This is an optimization exercise on Yosys and OpenROAD, whose aim is small area, a short achievable clock period and few clock cycles, not a production implementation.
No functional check of the RTL was part of any run shown here.
Power is estimated from default activity; no workload was simulated.

$ cat run.sh
#!/bin/bash
# synth_recipe.tcl (not shown) runs the flow's synth.tcl, then flattens the netlist and writes it again
# the make line also repeats each setting of config.mk as NAME=value (left out here)
make -C /OpenROAD-flow-scripts/flow DESIGN_CONFIG=/design/flow/config.mk WORK_HOME=/design/flow/orfs CLKGATE_MAP_FILE= SYNTH_SCRIPT=/design/flow/synth_recipe.tcl finish
$ cat config.mk
export PLATFORM = sky130hd
export DESIGN_NAME = arith_core
export DESIGN_NICKNAME = arith_core
export VERILOG_FILES = /design/flow/design.v
export SDC_FILE = /design/flow/constraint.sdc
export NUM_CORES = 4
export LEC_CHECK = 0
export CAP_MARGIN = 20
export CORE_MARGIN = 2
export CORE_UTILIZATION = 40
export SLEW_MARGIN = 20
$ cat constraint.sdc
create_clock -name core_clock -period 20.0 [get_ports {clk}]
set_input_delay 4.0000 -clock core_clock [delete_from_list [all_inputs] [get_ports {clk}]]
set_output_delay 4.0000 -clock core_clock [all_outputs]
set_load 0.01 [all_outputs]
$ cat design.v
module arith_core #(parameter N = 32) (
    input  wire         clk,
    input  wire         rst,
    input  wire         start,
    input  wire [4:0]   cmd,
    input  wire [N-1:0] a_in,
    input  wire [N-1:0] b_in,
    output reg          busy,
    output reg          done,
    output reg  [1:0]   status,
    output wire [N-1:0] res_hi,
    output wire [N-1:0] res_lo,
    output reg  [3:0]   flags
);
    localparam W = 37;                  
    localparam [1:0] ST_OK = 2'd0, ST_DIV0 = 2'd1, ST_ILLEGAL = 2'd2;
    reg [31:0] A;
    reg [32:0] H;
    reg [31:0] L;
    reg        qm1;
    reg [5:0]  cnt;         
    reg [4:0]  sk;          
    reg [4:0]  cmd_r;
    reg        a31;
    reg        qnz;         
    reg        first;       
    reg op_booth, op_corr, op_add, op_negl, op_step, op_sh8, op_sh2, op_fixr;
    assign res_hi = H[31:0];
    assign res_lo = L;
    wire s       = cmd_r[4];
    wire is_add  = cmd_r[3:1] == 3'b000;
    wire sub     = cmd_r[0];
    wire is_mul  = cmd_r[3:2] == 2'b01;
    wire is_div  = cmd_r[3:1] == 3'b100;
    wire illegal = ~(is_add | is_mul | is_div);
    wire sa      = s & a31;
    wire sb      = s & A[31];
    wire corr    = ~s & a31;
    wire a_zero  = A == 32'd0;
    wire [2:0] bd0 = {L[1], L[0], qm1};
    wire [2:0] bd1 = {L[3], L[2], L[1]};
    wire b0_zero = (bd0 == 3'b000) | (bd0 == 3'b111);
    wire b0_two  = (bd0 == 3'b011) | (bd0 == 3'b100);
    wire b1_zero = (bd1 == 3'b000) | (bd1 == 3'b111);
    wire b1_two  = (bd1 == 3'b011) | (bd1 == 3'b100);
    wire r_neg   = H[32];           
    wire e     = s & A[31] & ~op_add;
    wire y_en  = op_booth ? ~b0_zero : (op_corr | op_step | op_add | (op_fixr & r_neg));
    wire y_sh  = op_booth & b0_two;
    wire y_inv = op_booth ? bd0[2] :
                 op_step  ? ~r_neg ^ sb :
                 op_fixr  ? sa ^ sb : op_add & sub;
    wire [W-1:0] aext = y_sh ? {e, e, e, e, A, 1'b0} : {e, e, e, e, e, A};
    wire [W-1:0] y    = y_en ? (aext ^ {W{y_inv}}) : {W{1'b0}};
    wire ycin = y_en & y_inv;
    wire z_en  = op_booth & ~b1_zero;
    wire z_inv = bd1[2];
    wire [W-1:0] zext = b1_two ? {e, e, A, 3'b000} : {e, e, e, A, 2'b00};
    wire [W-1:0] z    = z_en ? (zext ^ {W{z_inv}}) : {W{1'b0}};
    wire zcin = z_en & z_inv;
    wire [W-1:0] hext = {{4{H[32]}}, H};
    wire [W-1:0] x = (op_booth | op_corr | op_fixr) ? (hext ^ {W{op_fixr & sa}}) :
                     op_step                        ? {{3{H[32]}}, H, L[31]} :
                                                      {5'b00000, L ^ {32{op_negl}}};
    wire [W-1:0] cs_s = x ^ y ^ z;
    wire [W-1:0] cs_c = {(x[W-2:0] & y[W-2:0]) | (x[W-2:0] & z[W-2:0]) | (y[W-2:0] & z[W-2:0]),
                         op_booth ? zcin : ycin};
    wire cpa_cin = op_booth ? ycin : (op_negl | (op_fixr & sa));
    wire [W:0] sm1 = {cs_s, 1'b1} + {cs_c, cpa_cin};
    wire [W-1:0] sm = sm1[W:1];
    wire neg = sm[W-1];
    wire [32:0] h_n = op_booth                      ? sm[36:4] :
                      (op_corr | op_step | op_fixr) ? sm[32:0] :
                      op_sh8                        ? {1'b0, H[23:0], L[31:24]} :
                      op_sh2                        ? {1'b0, H[30:0], L[31:30]} :
                      op_add                        ? 33'd0 : H;
    wire [31:0] l_n = op_booth                      ? {sm[3:0], L[31:4]} :
                      op_step                       ? {L[30:0], ~neg} :
                      op_sh8                        ? {L[23:0], 8'd0} :
                      op_sh2                        ? {L[29:0], 2'd0} :
                      (op_add | op_negl)            ? sm[31:0] : L;
    wire qbit = op_step & ~neg;
    wire [31:0] dd = sb ? ~A : A;
    reg  [4:0]  m;
    integer i;
    always @* begin
        m = 5'd0;
        for (i = 1; i < 32; i = i + 1)
            if (dd[i]) m = i[4:0];
    end
    wire [5:0] cnt_n = cnt + (op_sh8 ? 6'd8 : op_sh2 ? 6'd2 : (op_step | op_booth) ? 6'd1 : 6'd0);
    wire [4:0] sk_n  = (first ? m : sk) - (op_sh8 ? 5'd8 : op_sh2 ? 5'd2 : 5'd0);
    wire div_more = (op_negl & first) | ((op_sh8 | op_sh2 | op_step) & (cnt_n != 6'd32));
    wire div_end  = op_step & (cnt_n == 6'd32);
    wire mul_last = op_booth & (cnt == 6'd7);
    wire early  = first & (illegal | is_add | (is_div & a_zero));
    wire finish = early
                | (mul_last & ~corr)
                | op_corr
                | (div_end & ~neg & ~sa & ~sb)
                | (op_fixr & ~(sa ^ sb))
                | (op_negl & ~first);
    wire add_c  = sm[32] ^ sub;
    wire [31:0] zp = x[31:0] ^ y[31:0];
    wire [31:0] zc = {x[30:0] | y[30:0], sub};
    wire add_z = &(zp ~^ zc);
    wire [3:0] add_flags = {add_z, s & sm[31],
                            x[31] ^ y[31] ^ sm[31] ^ add_c, add_c};
    wire qnz_n = qnz | qbit;
    wire [3:0] div_flags = {~qnz_n, s & l_n[31], sa & sb & l_n[31], 1'b0};
    wire mul_z = a_zero | (L == 32'd0);
    wire [3:0] mul_flags = {mul_z, s & (A[31] ^ L[31]) & ~mul_z, 2'b00};
    wire in_mul = cmd[3:2] == 2'b01;
    wire in_add = cmd[3:1] == 3'b000;
    wire in_div = cmd[3:1] == 3'b100;
    wire in_sa  = cmd[4] & a_in[31];
    wire in_sb  = cmd[4] & b_in[31];
    wire in_ge8 = in_sb ? ~&b_in[31:8] : |b_in[31:8];
    wire in_ge2 = in_sb ? ~&b_in[31:2] : |b_in[31:2];
    wire in_dv  = in_div & ~in_sa;
    wire accept = ~busy & start;
    always @(posedge clk) begin
        if (rst) begin
            busy <= 1'b0;
            done <= 1'b0;
        end else if (accept) begin
            busy <= 1'b1;
            done <= 1'b0;
        end else if (busy & finish) begin
            busy <= 1'b0;
            done <= 1'b1;
        end
    end
    always @(posedge clk) begin
        if (accept) begin
            A     <= b_in;
            L     <= a_in;
            H     <= 33'd0;
            qm1   <= 1'b0;
            cnt   <= 6'd0;
            cmd_r <= cmd;
            a31   <= a_in[31];
            qnz   <= 1'b0;
            first <= 1'b1;
            op_booth <= in_mul;
            op_corr  <= 1'b0;
            op_add   <= in_add;
            op_negl  <= in_div & in_sa;
            op_sh8   <= in_dv & in_ge8;
            op_sh2   <= in_dv & ~in_ge8 & in_ge2;
            op_step  <= in_dv & ~in_ge2;
            op_fixr  <= 1'b0;
        end else if (busy) begin
            H     <= h_n;
            L     <= l_n;
            qm1   <= op_booth ? L[3] : qm1;
            cnt   <= cnt_n;
            sk    <= sk_n;
            qnz   <= qnz_n;
            first <= 1'b0;
            op_booth <= op_booth & ~mul_last;
            op_corr  <= mul_last & corr;
            op_add   <= 1'b0;
            op_negl  <= (div_end & ~neg & ~sa & sb) | (op_fixr & (sa ^ sb));
            op_sh8   <= div_more & (sk_n >= 5'd8);
            op_sh2   <= div_more & (sk_n < 5'd8) & (sk_n >= 5'd2);
            op_step  <= div_more & (sk_n < 5'd2);
            op_fixr  <= div_end & (neg | sa);
        end
    end
    always @(posedge clk) begin
        if (busy & first & is_mul)
            flags <= mul_flags;
        else if (busy & finish & is_add)
            flags <= add_flags;
        else if (busy & finish & is_div)
            flags <= div_flags;
        if (busy & finish)
            status <= illegal ? ST_ILLEGAL : (early & is_div) ? ST_DIV0 : ST_OK;
    end
endmodule
==> results.toml, run 1 <==
[clock_network]
ctsHoldBuffers = 0
cts_buffers = 17
clock_latency_ps = 460
cts.sink_count = 132
htreeDepth = 4
cts_tree = "done"
post_cts_buffers = 0
clockBufferDepth = 2
cts_root_buf = "clkbuf_16"
path_clk_slew_ps = 60
cts_resized = 0

[routing]
drc_errors = 0
routed_via_density = 6.182
routed_wl_mm = 56.30
antenna_left = 0
wl_per_cell_um = 23.69
vias = 14694
drt-pass1-iter-count = 6
drtIter0Drc = 1721

[power_and_ir_drop]
ir_drop_mv = 0.1004
totalPowerFinal_mw = 2.747
leakage_nw = 6.849
powerDensity_nw_per_um2 = 160.5

[synthesis]
synthesis.area_um2 = 14980
ys_warn_count = 1
synth_top_area_cell = "edfxtp_1"
synthArstFlopShare_pct = 0
synth_seq_cells = 132
avgSynthCellArea_um2 = 8.023
synth_edf_count = 84
ys_seq_area_share_pct = 23.26
synth_cells = 1867
synth_top_area_share_pct = 16.84
ys.flop_type = "edfxtp_1"
synth_fp_nets = 2052
synth_cell_types = 105
synth.area.top_cells = "edfxtp_1 17%, dfxtp_1 6.4%, ha_1 6.3%"

[setup_path]
crit_fanout = 39
reg2reg_from = "cmd_r[4]"
critPathLaunchType = "flip-flop"
crit_type = "reg2reg"
critical_path.cell_chain = "nand2_1 > clkinv_1 > ha_1 > nand2_1 > a21oi_1 > o31ai_4 > buf_4 > and3_1 > o21ai_0 > fa_1 > inv_1 > fa_1 > a21oi_1 > o211ai_2 > a311o_2 > o211ai_1 > a21boi_1 > a211oi_4 > o21ai_2 > a2bb2oi_1 > mux2i_1 > o21ai_1"
crit_slowest_cell = "edfxtp_1"
slowest_delay_ps = 620
crit_buf_inv = 3
crit_family = "compound AO/OA/AOI/OAI gates"
cp-startpoint = "cmd_r[4]"
critPathArrivalTime_ps = 7480
cp-end-kind = "flip-flop"
required_ps = 20300

[sta]
period_needed_ps = 7175
fin_tns_setup_ps = 0
report.final.setup_viol = 0
fmax_mhz = 139.4
rsz0062_at_grt = "false"
fin_ws_ps = 12820
clock_skew_ps = 22.68
fin_crit_sh_pct = 35.88
hold_viol_final = 0
drv_slew = 0
tightest_slew_ps = 1052
slew_headroom_pct = 29.86

[floorplanning]
fp.dieH_um = 197.5
die_w_um = 197.5
core-area_um2 = 36790
die_area_um2 = 39010
std_cell_rows = 70
start_util_pct = 40.72
pin_count = 144

[grt]
busiest_layer = "met2"
gr-usage-met1_pct = 39.99
grt_pass1_vias = 13899
use_met2_pct = 46.13
grt_use_total_pct = 28.77
grt_first_pass_wirelength_mm = 85.46
grt_max_degree = 83
antenna_found_initial = 1
met3_usage_pct = 4.832
grt.overflow.total = 0

[flow_run]
drv_cap = 0

[placed_design]
portBuffers = 143
post-place-ws_ps = 12470
dpl.hpwl_mm = 42.29
dp_cells = 2345
place_congestion = 0.9690

[final_layout]
drive_gt1_share_pct = 5.762
fin_util_pct = 46.52
fin_nets = 2081
area_growth_pct = 14.24
instances_no_fill = 2377
n_antenna_cell = 0

[run_status]
status = "no timing/DRC/antenna violations"

[worst_hold_path]
hold_path.startpoint = "qnz"
hp-class = "reg2reg"
per-layer routing:
| metal | vias up | part of all wire [%] |
|---|---|---|
| li1 | 6784 | - |
| met1 | 7105 | 43 |
| met2 | 715 | 46 |
| met3 | 88 | 8.4 |
| met4 | 2 | 2.4 |
| met5 | - | 0.034 |
cell usage after synthesis (all sizes together), types with 27 or more instances:
| cell | count |
|---|---|
| mux2i | 49 |
| o21ai | 133 |
| clkbuf | 117 |
| dfxtp | 48 |
| ha | 75 |
| o211ai | 52 |
| nor2 | 140 |
| nand3 | 32 |
| buf | 40 |
| inv | 99 |
| and3 | 33 |
| edfxtp | 84 |
| nand2 | 199 |
| a21oi | 128 |
| fa | 38 |
| nor4 | 28 |
| a211oi | 27 |
| nor3 | 42 |
| xnor2 | 98 |
| xor2 | 106 |
kinds of logic after synthesis:
| logic type | synth area share, % |
|---|---|
| buf+inv | 7.167 |
| fa+ha+maj | 11.34 |
| compound gates | 24.68 |
| simple gates | 17.93 |
| flops | 23.26 |
| xor+xnor | 12.13 |
| mux | 3.500 |
cell type report:
cell class	count	area [um^2]
Clock inverter	11	106.4
Timing Repair Buffer	167	1632
Clock buffer	21	440.4
Multi-Input combinational cell	1477	10480
Sequential cell	132	3483
Inverter	101	380.4
Fill cell	3688	19670
Tap cell	468	585.6
where the power goes:
group / switching (mW) / internal, mW
sequential: 0.139 / 0.357
combinational: 1.23 / 0.717
clock: 0.133 / 0.171
cells in the final DEF, fill, tap and decap left out, types with 38 or more instances in the layout:
master / instances
a21oi_1: 127
clkdlybuf4s50_1: 143
dfxtp_1: 48
edfxtp_1: 84
fa_1: 38
ha_1: 75
inv_1: 96
mux2i_1: 49
nand2_1: 198
nor2_1: 139
o211ai_1: 51
o21ai_0: 122
xnor2_1: 97
xor2_1: 106
final timing paths:
path	to	slack, ps	depth (start not counted)
worst max-delay path	flags[2]	12820	22
worst min-delay path	qnz	470	2
worst max register to register	flags[2]	12820	22
worst min register to register	qnz	470	2
registers in the layout (all words and copies together), names as in the netlist, 2 cells and up:
name    flops
cnt         6
status      2
L          32
flags       4
cmd_r       5
sk          4
H          33
A          32
worst reg2reg max path, cell delays in order (launching register included):
cell	delay, ps
edfxtp_1	620
nand2_1	450
clkinv_1	460
ha_1	430
nand2_1	90
a21oi_1	100
o31ai_4	220
buf_4	550
and3_1	250
o21ai_0	170
fa_1	590
inv_1	60
fa_1	410
a21oi_1	260
o211ai_2	180
a311o_2	510
o211ai_1	220
a21boi_1	140
a211oi_4	540
o21ai_2	90
a2bb2oi_1	410
mux2i_1	140
o21ai_1	140
through the flow:
step | area [um^2] | hold slack [ps]
after floorplan | 14980 | 438.0
after global placement | 16540 | 450.5
after detailed placement | 16560 | 460.4
after CTS | 17110 | 475.3
after global routing | 17110 | 511.1
final | 17110 | 470.9
==> inputs of run 2 (changes only) <==
==> flow/run.sh (new file) <==
#!/bin/bash
# Standard layout, with timing repair asked to reach 6 ns paths (a setup
# margin on the unchanged 20 ns constraint); every tool's log stays under
# orfs/logs, make's own output goes to flow_make.log.
set -euo pipefail
bash standard.sh SETUP_SLACK_MARGIN=14 finish > flow_make.log 2>&1
==> standard.sh (new file) <==
#!/bin/bash
# synth_recipe.tcl (not shown) runs the flow's synth.tcl, then flattens the netlist and writes it again
# the make line also repeats each setting of config.mk as NAME=value (left out here)
make -C /OpenROAD-flow-scripts/flow DESIGN_CONFIG=/design/flow/config.mk WORK_HOME=/design/flow/orfs CLKGATE_MAP_FILE= SYNTH_SCRIPT=/design/flow/synth_recipe.tcl "${@:-finish}"
removed: run.sh
==> run 2 against run 1 <==
  * Still clean
  * Critical path depth shrank 21
  * Sequential power is essentially flat
  * Cell area grew 1.1%
  * Core utilization grew 0.53 points
  * Area after synthesis is the same
  * Total power grew 2.4%
  * Register-to-register slack gained 1500 ps
  * Flip-flop and latch count is the same
  * Combinational power grew 3%
  * Worst setup slack gained 1300 ps
  * Critical endpoint is now res_lo[31]
==> results.toml, run 2 <==
[run_status]
status = "no timing/DRC/antenna violations"

[synthesis]
synth_seq_cells = 132
synth_cell_types = 105
synth.area.top_cells = "edfxtp_1 17%, dfxtp_1 6.4%, ha_1 6.3%"
synthArstFlopShare_pct = 0
synth-simple-area-share_pct = 17.93
yosysMostFrequentCell = "nand2_1"
ys.flop_type = "edfxtp_1"
synth_top_area_cell = "edfxtp_1"
synth_commonest_cells = "199 x nand2_1, 139 x nor2_1, 127 x a21oi_1, 122 x o21ai_0, 108 x clkbuf_1"
synth_cells = 1867
synth-xor-area-share_pct = 12.13
synth_edf_count = 84
synthMuxAreaShare_pct = 3.500
ys_warn_count = 1
synthesis.area_um2 = 14980
synth_fp_nets = 2052
synth_compound_area_share_pct = 24.68
avgSynthCellArea_um2 = 8.023
ys_seq_area_share_pct = 23.26
synth_top_family_by_area = "compound AO/OA/AOI/OAI gates"
synthAdderAreaFrac_pct = 11.34
synth_top_area_share_pct = 16.84

[clock_network]
path_clk_slew_ps = 60
cts_buffers = 17
htreeDepth = 4
clock_latency_ps = 460
clockBufferDepth = 2
cts_root_buf = "clkbuf_16"
cts.sink_count = 132
cts_tree = "done"
ctsHoldBuffers = 0

[final_layout]
top_register = "H"
largest_register_ffs = 33
final_common_cell = "nand2_1"
drive_gt1_share_pct = 6.879
fin_nets = 2091
area_growth_pct = 15.55
n_antenna_cell = 0
fin_util_pct = 47.05
fill_cells = 3685
most-common-layout-cells = "198 x nand2_1, 143 x clkdlybuf4s50_1, 139 x nor2_1, 124 x a21oi_1, 122 x o21ai_0"
reg.largest.list = "H: 33 flops, A: 32 flops, L: 32 flops"

[sta]
clock_skew_ps = 14.27
fin_tns_setup_ps = 0
slew_headroom_pct = 27.06
period_needed_ps = 5905
hold_viol_final = 0
drv_slew = 0
rsz0062_at_grt = "true"
fin_ws_ps = 14090
fin_crit_sh_pct = 29.53
report.final.setup_viol = 0
fmax_mhz = 169.3
tightest_slew_ps = 1087

[setup_path]
critPathArrivalTime_ps = 1910
critical_path.cell_chain = "clkdlybuf4s50_1"
crit_fanout = 9
crit_type = "reg2out"
timing.rr.end = "L[26]"
required_ps = 16000
slowest_delay_ps = 780
crit_buf_inv = 1
reg2reg_from = "L[3]"
crit_slowest_cell = "edfxtp_1"
r2r_slack_ps = 14280
cp-end-kind = "primary output"
critPathLaunchType = "flip-flop"
crit_family = "flip-flops"
rr_worst_depth = 20

[placed_design]
portBuffers = 143
post-place-ws_ps = 12920
place_congestion = 0.9820
dpl.hpwl_mm = 43.41

[routing]
routed_via_density = 6.179
wl_per_cell_um = 24.29
antenna_left = 0
vias = 14750
drtIter0Drc = 1883
routed_wl_mm = 57.99
drc_errors = 0
drt-pass1-iter-count = 6

[grt]
grt_use_total_pct = 29.58
antenna_found_initial = 0
grt_pass1_vias = 14233
grt_max_degree = 99
grt_first_pass_wirelength_mm = 87.64
grt.overflow.total = 0

[power_and_ir_drop]
totalPowerFinal_mw = 2.812
powerDensity_nw_per_um2 = 162.5
ir_drop_mv = 0.09487
leakage_nw = 6.955

[worst_hold_path]
worstHoldEndpoint = "qnz"
hold_path.startpoint = "qnz"
hold_depth = 2
hp-class = "reg2reg"

[floorplanning]
core-area_um2 = 36790
die_w_um = 197.5
fp.dieH_um = 197.5
std_cell_rows = 70
start_util_pct = 40.72
die_area_um2 = 39010
pin_count = 144

[flow_run]
drv_cap = 0
run 2: kinds of logic (layout without fill, tap and decap cells):
logic type | count (synthesis) | count (layout)
flip-flops | 132 | 132
AO/OA/AOI/OAI | 542 | 542
buffers and inverters | 258 | 310
AND/OR/NAND/NOR | 565 | 565
multiplexers | 52 | 52
XOR/XNOR | 205 | 205
adder cells (fa/ha/maj) | 113 | 113
run 2: repair_timing:
| item | in CTS | in global routing |
|---|---|---|
| setup endpoints to repair | 108 | 64 |
| resized for setup | 8 | 12 |
| pin swaps | 1 | 2 |
| setup buffers | 2 | 6 |
| cloned | 0 | 1 |
run 2: per-stage QoR:
| stage | cell area [um^2] | hold slack (ps) | std cells |
|---|---|---|---|
| floorplan | 14990 | 438.0 | 1867 |
| global placement | 16540 | 453.0 | 2345 |
| detailed placement | 16560 | 461.5 | 2346 |
| CTS | 17190 | 481.0 | 2380 |
| global route | 17310 | 517.7 | 2387 |
| finish | 17310 | 480.9 | 2387 |
run 2: how the worst max path moves through the flow:
stage               start    endpoint  slack [ps]  cells after the start
floorplan           start     op_negl       14030                      7
global placement    start       L[17]       13010                      5
detailed placement  start       L[13]       12920                      5
CTS                 A[31]    flags[2]       13990                     23
global route         L[1]       L[26]       13940                     19
finish              L[31]  res_lo[31]       14090                      1
run 2: final cells by class:
class	instances	area, um^2	area share [%]
multi-input combinational	1477	10540	60.88
sequential	132	3483	20.13
timing repair buffer	177	1740	10.06
tap	468	585.6	3.383
clock buffer	18	429.2	2.480
inverter	101	381.6	2.205
clock inverter	14	151.4	0.8747
run 2: metal layers:
layer / routed length (um) / up-vias / global-route usage (%)
li1: - / 6808 / -
met1: 24320 / 7117 / 39.64
met2: 27100 / 723 / 48.15
met3: 4951 / 102 / 5.617
met4: 1622 / 0 / 9.217
met5: 0 / - / 0
run 2: power by group:
group	switching [mW]	internal [mW]	total (mW)	leakage (nW)
Combinational	1.25	0.748	2.00	5.45
Sequential	0.138	0.357	0.495	1.22
Clock	0.137	0.185	0.322	0.283
run 2: worst register-to-register path, stage by stage, from the launching register on:
cell and delay, ps:
edfxtp_1 370, inv_2 30, buf_4 280, or3_1 490, o21ai_4 70, buf_4 480, mux2i_1 340, xnor2_1 90
nor2_1 220, fa_1 450, ha_1 430, and3_1 280, and2_0 160, a221o_2 390, o2bb2ai_1 150, a21oi_2 210
nand2_1 130, a21oi_1 190, xnor2_1 310, nand2_1 110, a221oi_1 320

-- separate check: timing with driven ports --
No port has a modelled driver above. Below, the same layouts with a new extraction and two added sets of constraints. Step 1 assumes that a clkbuf_16 drives the clock port and a buf_2 every other input. Step 2, shift: input delay + t, output delay - t, t = (earliest + latest rising clock arrival at the registers) / 2. This alone moves slack from input paths to output paths. Slacks: ideal ports / drivers / drivers and shift; pairs: ideal ports / drivers.
run	t, ns	slack for setup (ns)	latest minus earliest clock arrival (ns)	worst slew at a driven data input, ns	pins driven straight from the clock port
run 1	0.494	12.825 / 12.825 / 12.501	0.023 / 0.022	0.04	1
run 2	0.504	14.095 / 14.043 / 13.648	0.014 / 0.014	0.05	1
After both steps every run listed still meets setup and hold. For run 2, which loses most, drivers alone change the setup slack by -0.052 ns; drivers and shift together by -0.447 ns.
